This is an optimization exercise on Yosys and OpenROAD, whose aim is small area, a short achievable clock period and few clock cycles, not a production implementation. RTL that was checked went through simulation tests only; none was proved equivalent to the original. Power and IR drop assume default switching activity.

Setup of nickel:
==> flow/design.v <==
module frame_reader (
    input  wire       clk,
    input  wire       rst,
    input  wire       in_valid,
    output wire       in_ready,
    input  wire [7:0] in_data,
    output wire       out_valid,
    input  wire       out_ready,
    output wire [7:0] out_data,
    output wire       out_last,
    output wire       out_discard
);
    localparam [7:0] MAGIC0      = 8'h55;
    localparam [7:0] MAGIC1      = 8'hAA;
    localparam [7:0] MAX_PAYLOAD = 8'd57;
    localparam [2:0] S_IDLE = 3'd0,    
                     S_M1   = 3'd1,    
                     S_ID   = 3'd2,    
                     S_LS   = 3'd3,    
                     S_LEN  = 3'd4,    
                     S_BODY = 3'd5;    
    reg        in_rdy_r;
    assign in_ready = in_rdy_r;
    wire       bv = in_valid && in_rdy_r;
    wire [7:0] b  = in_data;
    reg  [7:0] ring [0:61];
    reg  [5:0] wptr;                   
    reg  [5:0] rptr;                   
    reg  [5:0] occ;                    
    reg  [2:0] st;
    reg  [5:0] rem;                    
    reg [15:0] crc;                    
    reg        dec_v;                  
    reg        dec_bad;                
    reg  [5:0] dec_ld;                 
    reg  [5:0] dec_la;                 
    wire [5:0] wm2 = (wptr < 6'd2) ? wptr + 6'd60 : wptr - 6'd2;
    wire store = bv && (st == S_ID || st == S_LS || st == S_LEN || st == S_BODY);
    reg [15:0] crc_next;
    integer    i;
    always @* begin
        crc_next = ((st == S_LEN) ? 16'h0000 : crc) ^ {8'h00, b};
        for (i = 0; i < 8; i = i + 1) begin
            if (crc_next[0])
                crc_next = (crc_next >> 1) ^ 16'h8408;
            else
                crc_next = crc_next >> 1;
        end
    end
    always @(posedge clk) begin
        if (store)
            ring[wptr] <= b;
    end
    reg  [6:0] q_ent [0:3];
    reg  [2:0] q_wp, q_rp;             
    wire       push      = dec_v;
    wire       push_disc = dec_bad || (crc != 16'h0000);
    wire [5:0] push_last = push_disc ? dec_ld : dec_la;
    always @(posedge clk) begin
        if (rst) begin
            st    <= S_IDLE;
            wptr  <= 6'd0;
            dec_v <= 1'b0;
        end else begin
            dec_v  <= 1'b0;
            if (push && !push_disc)
                wptr <= wm2;                   
            else if (store)
                wptr <= (wptr == 6'd61) ? 6'd0 : wptr + 6'd1;
            if (bv) begin
                case (st)
                    S_IDLE: if (b == MAGIC0) st <= S_M1;
                    S_M1:   if (b == MAGIC1) st <= S_ID;
                            else if (b != MAGIC0) st <= S_IDLE;
                    S_ID:   st <= S_LS;
                    S_LS:   st <= S_LEN;
                    S_LEN: begin
                        rem <= b[5:0];
                        crc <= crc_next;
                        if (b > MAX_PAYLOAD) begin
                            st      <= S_IDLE;
                            dec_v   <= 1'b1;
                        end else begin
                            st <= S_BODY;
                        end
                    end
                    S_BODY: begin
                        rem <= rem - 6'd1;
                        crc <= crc_next;
                        if (rem == 6'h3F) begin
                            st      <= S_IDLE;
                            dec_v   <= 1'b1;
                        end
                    end
                    default: st <= S_IDLE;
                endcase
            end
        end
    end
    always @(posedge clk) begin
        dec_bad <= (st == S_LEN);         
        dec_ld  <= wptr;
        dec_la  <= wm2;
        if (push)
            q_ent[q_wp[1:0]] <= {push_disc, push_last};
        if (rst)
            q_wp <= 3'd0;
        else if (push)
            q_wp <= q_wp + 3'd1;
    end
    reg        ov;
    reg  [7:0] od;
    reg        ol;
    reg        odisc;
    reg  [7:0] h_od;
    reg        h_ol;
    reg        h_odisc;
    reg        cur_v;
    reg        cur_disc;
    reg  [5:0] cur_last;
    reg  [1:0] pre;                    
    reg  [7:0] rsel_hi;
    reg  [7:0] rsel_lo;
    assign out_valid   = ov;
    assign out_data    = od;
    assign out_last    = ol;
    assign out_discard = odisc;
    wire       have   = (q_wp != q_rp);
    wire [6:0] head   = q_ent[q_rp[1:0]];
    wire       in_pre = cur_disc && !pre[1];
    wire       b_last = !in_pre && (rptr == cur_last);
    wire       adv    = !ov || out_ready;
    wire       load   = !cur_v || b_last;    
    reg  [7:0] rdata;
    reg  [7:0] grp;
    integer    g, k;
    always @* begin
        rdata = 8'h00;
        for (g = 0; g < 8; g = g + 1) begin
            grp = 8'h00;
            for (k = 0; k < 8; k = k + 1)
                if (8 * g + k < 62)
                    grp = grp | (ring[8 * g + k] & {8{rsel_lo[k]}});
            rdata = rdata | (grp & {8{rsel_hi[g]}});
        end
    end
    wire [7:0] nd = in_pre ? (pre[0] ? MAGIC1 : MAGIC0) : rdata;
    always @(posedge clk) begin
        od    <= adv ? nd : ~h_od;
        ol    <= adv ? b_last : ~h_ol;
        odisc <= adv ? cur_disc : ~h_odisc;
        if (adv) begin
            h_od    <= ~nd;
            h_ol    <= ~b_last;
            h_odisc <= ~cur_disc;
            if (load) begin
                cur_disc <= head[6];
                cur_last <= head[5:0];
            end
        end
        if (rst) begin
            ov      <= 1'b0;
            cur_v   <= 1'b0;
            pre     <= 2'd0;
            rptr    <= 6'd0;
            rsel_hi <= 8'h01;
            rsel_lo <= 8'h01;
            q_rp    <= 3'd0;
        end else if (adv) begin
            ov <= cur_v;
            if (load) begin
                cur_v <= have;
                if (have)
                    q_rp <= q_rp + 3'd1;
            end
            if (cur_v) begin
                if (in_pre) begin
                    pre <= pre + 2'd1;
                end else begin
                    if (rptr == 6'd61) begin
                        rptr    <= 6'd0;
                        rsel_lo <= 8'h01;
                        rsel_hi <= 8'h01;
                    end else begin
                        rptr    <= rptr + 6'd1;
                        rsel_lo <= {rsel_lo[6:0], rsel_lo[7]};
                        if (rsel_lo[7])
                            rsel_hi <= {rsel_hi[6:0], rsel_hi[7]};
                    end
                end
                if (b_last)
                    pre <= 2'd0;
            end
        end
    end
    wire       rd   = adv && cur_v && !in_pre;   
    wire [2:0] qcnt = q_wp - q_rp;
    always @(posedge clk) begin
        if (rst) begin
            occ      <= 6'd0;
            in_rdy_r <= 1'b1;
        end else begin
            occ      <= occ + {5'd0, store} - {5'd0, rd} - ((push && !push_disc) ? 6'd2 : 6'd0);
            in_rdy_r <= (occ <= 6'd60) && (qcnt <= 3'd3);
        end
    end
endmodule
Settings: LEC_CHECK=0, CAP_MARGIN=20, CORE_MARGIN=2, CORE_UTILIZATION=50, CTS_CLUSTER_DIAMETER=80, CTS_CLUSTER_SIZE=24, PLACE_DENSITY=0.65, SETUP_SLACK_MARGIN=3.8, SLEW_MARGIN=20, TNS_END_PERCENT=100; clock period 6.0 ns.
run.sh (not shown) runs the stock make flow with config.mk's settings and CLKGATE_MAP_FILE= SYNTH_SCRIPT=/design/flow/synth_recipe.tcl, a recipe that flattens the netlist after the stock synthesis.
nickel ran to completion and came out clean on the timing, DRC and antenna checks.
The inputs of quartz differ from those of nickel as listed below.
diff --git a/flow/design.v b/flow/design.v
--- a/flow/design.v
+++ b/flow/design.v
@@ -24,8 +24,7 @@
     wire       bv = in_valid && in_rdy_r;
     wire [7:0] b  = in_data;
-    reg  [7:0] ring [0:61];
-    reg  [5:0] wptr;                   
-    reg  [5:0] rptr;                   
-    reg  [5:0] occ;                    
+    reg  [7:0] ring [0:63];
+    reg  [6:0] wptr;                   
+    reg  [6:0] rptr;                   
     reg  [2:0] st;
     reg  [5:0] rem;                    
@@ -35,5 +34,4 @@
     reg  [5:0] dec_ld;                 
     reg  [5:0] dec_la;                 
-    wire [5:0] wm2 = (wptr < 6'd2) ? wptr + 6'd60 : wptr - 6'd2;
     wire store = bv && (st == S_ID || st == S_LS || st == S_LEN || st == S_BODY);
     reg [15:0] crc_next;
@@ -50,5 +48,5 @@
     always @(posedge clk) begin
         if (store)
-            ring[wptr] <= b;
+            ring[wptr[5:0]] <= b;
     end
     reg  [6:0] q_ent [0:3];
@@ -60,12 +58,12 @@
         if (rst) begin
             st    <= S_IDLE;
-            wptr  <= 6'd0;
+            wptr  <= 7'd0;
             dec_v <= 1'b0;
         end else begin
             dec_v  <= 1'b0;
             if (push && !push_disc)
-                wptr <= wm2;                   
+                wptr <= wptr - 7'd2;           
             else if (store)
-                wptr <= (wptr == 6'd61) ? 6'd0 : wptr + 6'd1;
+                wptr <= wptr + 7'd1;
             if (bv) begin
                 case (st)
@@ -100,6 +98,6 @@
     always @(posedge clk) begin
         dec_bad <= (st == S_LEN);         
-        dec_ld  <= wptr;
-        dec_la  <= wm2;
+        dec_ld  <= wptr[5:0];
+        dec_la  <= wptr[5:0] - 6'd2;
         if (push)
             q_ent[q_wp[1:0]] <= {push_disc, push_last};
@@ -129,5 +127,5 @@
     wire [6:0] head   = q_ent[q_rp[1:0]];
     wire       in_pre = cur_disc && !pre[1];
-    wire       b_last = !in_pre && (rptr == cur_last);
+    wire       b_last = !in_pre && (rptr[5:0] == cur_last);
     wire       adv    = !ov || out_ready;
     wire       load   = !cur_v || b_last;    
@@ -140,6 +138,5 @@
             grp = 8'h00;
             for (k = 0; k < 8; k = k + 1)
-                if (8 * g + k < 62)
-                    grp = grp | (ring[8 * g + k] & {8{rsel_lo[k]}});
+                grp = grp | (ring[8 * g + k] & {8{rsel_lo[k]}});
             rdata = rdata | (grp & {8{rsel_hi[g]}});
         end
@@ -163,5 +160,5 @@
             cur_v   <= 1'b0;
             pre     <= 2'd0;
-            rptr    <= 6'd0;
+            rptr    <= 7'd0;
             rsel_hi <= 8'h01;
             rsel_lo <= 8'h01;
@@ -178,14 +175,8 @@
                     pre <= pre + 2'd1;
                 end else begin
-                    if (rptr == 6'd61) begin
-                        rptr    <= 6'd0;
-                        rsel_lo <= 8'h01;
-                        rsel_hi <= 8'h01;
-                    end else begin
-                        rptr    <= rptr + 6'd1;
-                        rsel_lo <= {rsel_lo[6:0], rsel_lo[7]};
-                        if (rsel_lo[7])
-                            rsel_hi <= {rsel_hi[6:0], rsel_hi[7]};
-                    end
+                    rptr    <= rptr + 7'd1;
+                    rsel_lo <= {rsel_lo[6:0], rsel_lo[7]};
+                    if (rsel_lo[7])
+                        rsel_hi <= {rsel_hi[6:0], rsel_hi[7]};
                 end
                 if (b_last)
@@ -194,14 +185,11 @@
         end
     end
-    wire       rd   = adv && cur_v && !in_pre;   
+    wire [6:0] occ  = wptr - rptr;
     wire [2:0] qcnt = q_wp - q_rp;
     always @(posedge clk) begin
-        if (rst) begin
-            occ      <= 6'd0;
+        if (rst)
             in_rdy_r <= 1'b1;
-        end else begin
-            occ      <= occ + {5'd0, store} - {5'd0, rd} - ((push && !push_disc) ? 6'd2 : 6'd0);
-            in_rdy_r <= (occ <= 6'd60) && (qcnt <= 3'd3);
-        end
+        else
+            in_rdy_r <= (occ <= 7'd62) && (qcnt <= 3'd3);
     end
 endmodule
--- outcome ---
quartz vs nickel — global-route usage rose 0.39 points.
quartz vs. nickel: routed wire length went up by about 1.3%.
From nickel to quartz the numbers moved as follows: share of power burned in combinational logic -2.5 points; floorplan die height shows an increase of 1.2 um; met3 wirelength from detailed routing +about 4%; design area decreased 940 sq um.
Re power consumed by combinational cells: quartz is about 18% down on nickel.
Compared to nickel, quartz has required time of the critical path 1.64 ns lower.
Compared with nickel, wire length of the first global-routing pass in quartz increased by a few percent.
Testbench counts of quartz, summed over its fixed seeds: cycles 32,718.
Function not checked in nickel: the RTL went through the layout flow alone.


oak:
// frame_reader: RTL as listed in full above, without the edits since
==> flow/config.mk <==
export PLATFORM = sky130hd
export DESIGN_NAME = frame_reader
export DESIGN_NICKNAME = frame_reader
export VERILOG_FILES = /design/flow/design.v
export SDC_FILE = /design/flow/constraint.sdc
export NUM_CORES = 4
export LEC_CHECK = 0
export CAP_MARGIN = 20
export CORE_MARGIN = 2
export CORE_UTILIZATION = 50
export CTS_CLUSTER_DIAMETER = 70
export CTS_CLUSTER_SIZE = 20
export PLACE_DENSITY = 0.65
export SETUP_SLACK_MARGIN = 3.8
export SLEW_MARGIN = 20
export TNS_END_PERCENT = 100
==> flow/constraint.sdc <==
create_clock -name core_clock -period 6.0 [get_ports {clk}]
set_input_delay 1.2000 -clock core_clock [delete_from_list [all_inputs] [get_ports {clk}]]
set_output_delay 1.2000 -clock core_clock [all_outputs]
set_load 0.01 [all_outputs]
#### Input delta (pine over oak)
--- a/flow/design.v
+++ b/flow/design.v
@@ -21,22 +21,18 @@
                      S_BODY = 3'd5;    
     reg        in_rdy_r;
     assign in_ready = in_rdy_r;
     wire       bv = in_valid && in_rdy_r;
     wire [7:0] b  = in_data;
-    reg  [7:0] ring [0:61];
-    reg  [5:0] wptr;                   
-    reg  [5:0] rptr;                   
-    reg  [5:0] occ;                    
+    reg  [7:0] ring [0:63];
+    reg  [6:0] wptr;                   
+    reg  [6:0] rptr;                   
     reg  [2:0] st;
     reg  [5:0] rem;                    
     reg [15:0] crc;                    
     reg        dec_v;                  
     reg        dec_bad;                
-    reg  [5:0] dec_ld;                 
-    reg  [5:0] dec_la;                 
-    wire [5:0] wm2 = (wptr < 6'd2) ? wptr + 6'd60 : wptr - 6'd2;
     wire store = bv && (st == S_ID || st == S_LS || st == S_LEN || st == S_BODY);
     reg [15:0] crc_next;
     integer    i;
     always @* begin
         crc_next = ((st == S_LEN) ? 16'h0000 : crc) ^ {8'h00, b};
@@ -47,28 +43,28 @@
                 crc_next = crc_next >> 1;
         end
     end
     always @(posedge clk) begin
         if (store)
-            ring[wptr] <= b;
+            ring[wptr[5:0]] <= b;
     end
     reg  [6:0] q_ent [0:3];
     reg  [2:0] q_wp, q_rp;             
     wire       push      = dec_v;
     wire       push_disc = dec_bad || (crc != 16'h0000);
-    wire [5:0] push_last = push_disc ? dec_ld : dec_la;
+    wire [5:0] push_last = wptr[5:0] - 6'd1;   
     always @(posedge clk) begin
         if (rst) begin
             st    <= S_IDLE;
-            wptr  <= 6'd0;
+            wptr  <= 7'd0;
             dec_v <= 1'b0;
         end else begin
             dec_v  <= 1'b0;
             if (push && !push_disc)
-                wptr <= wm2;                   
+                wptr <= wptr - 7'd2;           
             else if (store)
-                wptr <= (wptr == 6'd61) ? 6'd0 : wptr + 6'd1;
+                wptr <= wptr + 7'd1;
             if (bv) begin
                 case (st)
                     S_IDLE: if (b == MAGIC0) st <= S_M1;
                     S_M1:   if (b == MAGIC1) st <= S_ID;
                             else if (b != MAGIC0) st <= S_IDLE;
@@ -97,12 +93,10 @@
             end
         end
     end
     always @(posedge clk) begin
         dec_bad <= (st == S_LEN);         
-        dec_ld  <= wptr;
-        dec_la  <= wm2;
         if (push)
             q_ent[q_wp[1:0]] <= {push_disc, push_last};
         if (rst)
             q_wp <= 3'd0;
         else if (push)
@@ -126,23 +120,22 @@
     assign out_last    = ol;
     assign out_discard = odisc;
     wire       have   = (q_wp != q_rp);
     wire [6:0] head   = q_ent[q_rp[1:0]];
     wire       in_pre = cur_disc && !pre[1];
-    wire       b_last = !in_pre && (rptr == cur_last);
+    wire       b_last = !in_pre && (rptr[5:0] == cur_last);
     wire       adv    = !ov || out_ready;
     wire       load   = !cur_v || b_last;    
     reg  [7:0] rdata;
     reg  [7:0] grp;
     integer    g, k;
     always @* begin
         rdata = 8'h00;
         for (g = 0; g < 8; g = g + 1) begin
             grp = 8'h00;
             for (k = 0; k < 8; k = k + 1)
-                if (8 * g + k < 62)
-                    grp = grp | (ring[8 * g + k] & {8{rsel_lo[k]}});
+                grp = grp | (ring[8 * g + k] & {8{rsel_lo[k]}});
             rdata = rdata | (grp & {8{rsel_hi[g]}});
         end
     end
     wire [7:0] nd = in_pre ? (pre[0] ? MAGIC1 : MAGIC0) : rdata;
     always @(posedge clk) begin
@@ -153,18 +146,18 @@
             h_od    <= ~nd;
             h_ol    <= ~b_last;
             h_odisc <= ~cur_disc;
             if (load) begin
                 cur_disc <= head[6];
-                cur_last <= head[5:0];
+                cur_last <= head[6] ? head[5:0] : head[5:0] - 6'd2;
             end
         end
         if (rst) begin
             ov      <= 1'b0;
             cur_v   <= 1'b0;
             pre     <= 2'd0;
-            rptr    <= 6'd0;
+            rptr    <= 7'd0;
             rsel_hi <= 8'h01;
             rsel_lo <= 8'h01;
             q_rp    <= 3'd0;
         end else if (adv) begin
             ov <= cur_v;
@@ -175,33 +168,24 @@
             end
             if (cur_v) begin
                 if (in_pre) begin
                     pre <= pre + 2'd1;
                 end else begin
-                    if (rptr == 6'd61) begin
-                        rptr    <= 6'd0;
-                        rsel_lo <= 8'h01;
-                        rsel_hi <= 8'h01;
-                    end else begin
-                        rptr    <= rptr + 6'd1;
-                        rsel_lo <= {rsel_lo[6:0], rsel_lo[7]};
-                        if (rsel_lo[7])
-                            rsel_hi <= {rsel_hi[6:0], rsel_hi[7]};
-                    end
+                    rptr    <= rptr + 7'd1;
+                    rsel_lo <= {rsel_lo[6:0], rsel_lo[7]};
+                    if (rsel_lo[7])
+                        rsel_hi <= {rsel_hi[6:0], rsel_hi[7]};
                 end
                 if (b_last)
                     pre <= 2'd0;
             end
         end
     end
-    wire       rd   = adv && cur_v && !in_pre;   
+    wire [6:0] occ  = wptr - rptr;
     wire [2:0] qcnt = q_wp - q_rp;
     always @(posedge clk) begin
-        if (rst) begin
-            occ      <= 6'd0;
+        if (rst)
             in_rdy_r <= 1'b1;
-        end else begin
-            occ      <= occ + {5'd0, store} - {5'd0, rd} - ((push && !push_disc) ? 6'd2 : 6'd0);
-            in_rdy_r <= (occ <= 6'd60) && (qcnt <= 3'd3);
-        end
+        else
+            in_rdy_r <= (occ <= 7'd62) && (qcnt <= 3'd3);
     end
 endmodule
## What came out
- reg -> reg as the classification of the worst setup path was reported by oak, and reg -> out by pine.
- pine gives more net count of the mapped netlist than oak did.
- Taking pine over oak, the area of the multi-input gates ratio works out to 0.910.
- Looking at clock-buffer cell count, pine sits above oak.
- Compared with oak, pine shows a higher overall die height.
- pine — flip-flop and latch count after synthesis 0.47% higher, oak as reference
- oak → pine: xor-xnor portion of the synthesized cell area +0.26 points; initial core utilization shows a reduction of 0.42 points; ratio of final minimum period to clock period went down 11 points; core box area went up 800 sq um.
- oak → pine: wire length down 1.0%, via count of the routed design has increased, share of synthesized area spent on multiplexers barely changed, total power went down 0.00063 W.
No run of this note included a check of the RTL's function; only the layout flow was run.

-- what the ideal ports hide --
The flow's constraints put no driver on any port. The routed layouts listed below were extracted and timed again, unchanged, in two steps.
Step 1, drivers: a clkbuf_16 drives clk and a buf_2 each remaining input, both assumed.
Step 2 moves the port delays by t, midway between the first and last clock arrival at a register: inputs arrive t later, outputs are due t later. That takes back most of the time a late clock gives input paths.
a / b / c = ideal ports / drivers / drivers and shift; a / b = the first two.
| run | t, ns | setup slack, ns | hold WS [ns] | worst setup path after step 2 | worst data-port slew with drivers (ns) |
|---|---|---|---|---|---|
| nickel | 0.636 | 3.070 / 3.070 / 2.503 | 0.415 / 0.415 / 0.415 | input to register | 0.15 |
| quartz | 0.621 | 3.760 / 3.704 / 3.210 | 0.423 / 0.423 / 0.423 | input to register | 0.05 |
| oak | 0.631 | 3.093 / 3.093 / 2.518 | 0.414 / 0.414 / 0.414 | input to register | 0.16 |
| pine | 0.639 | 3.764 / 3.704 / 3.253 | 0.423 / 0.423 / 0.423 | input to register | 0.06 |
After both steps setup and hold are still met in every run listed. For oak, which loses most, drivers alone change the setup slack by 0.000 ns; drivers and shift together by -0.575 ns.
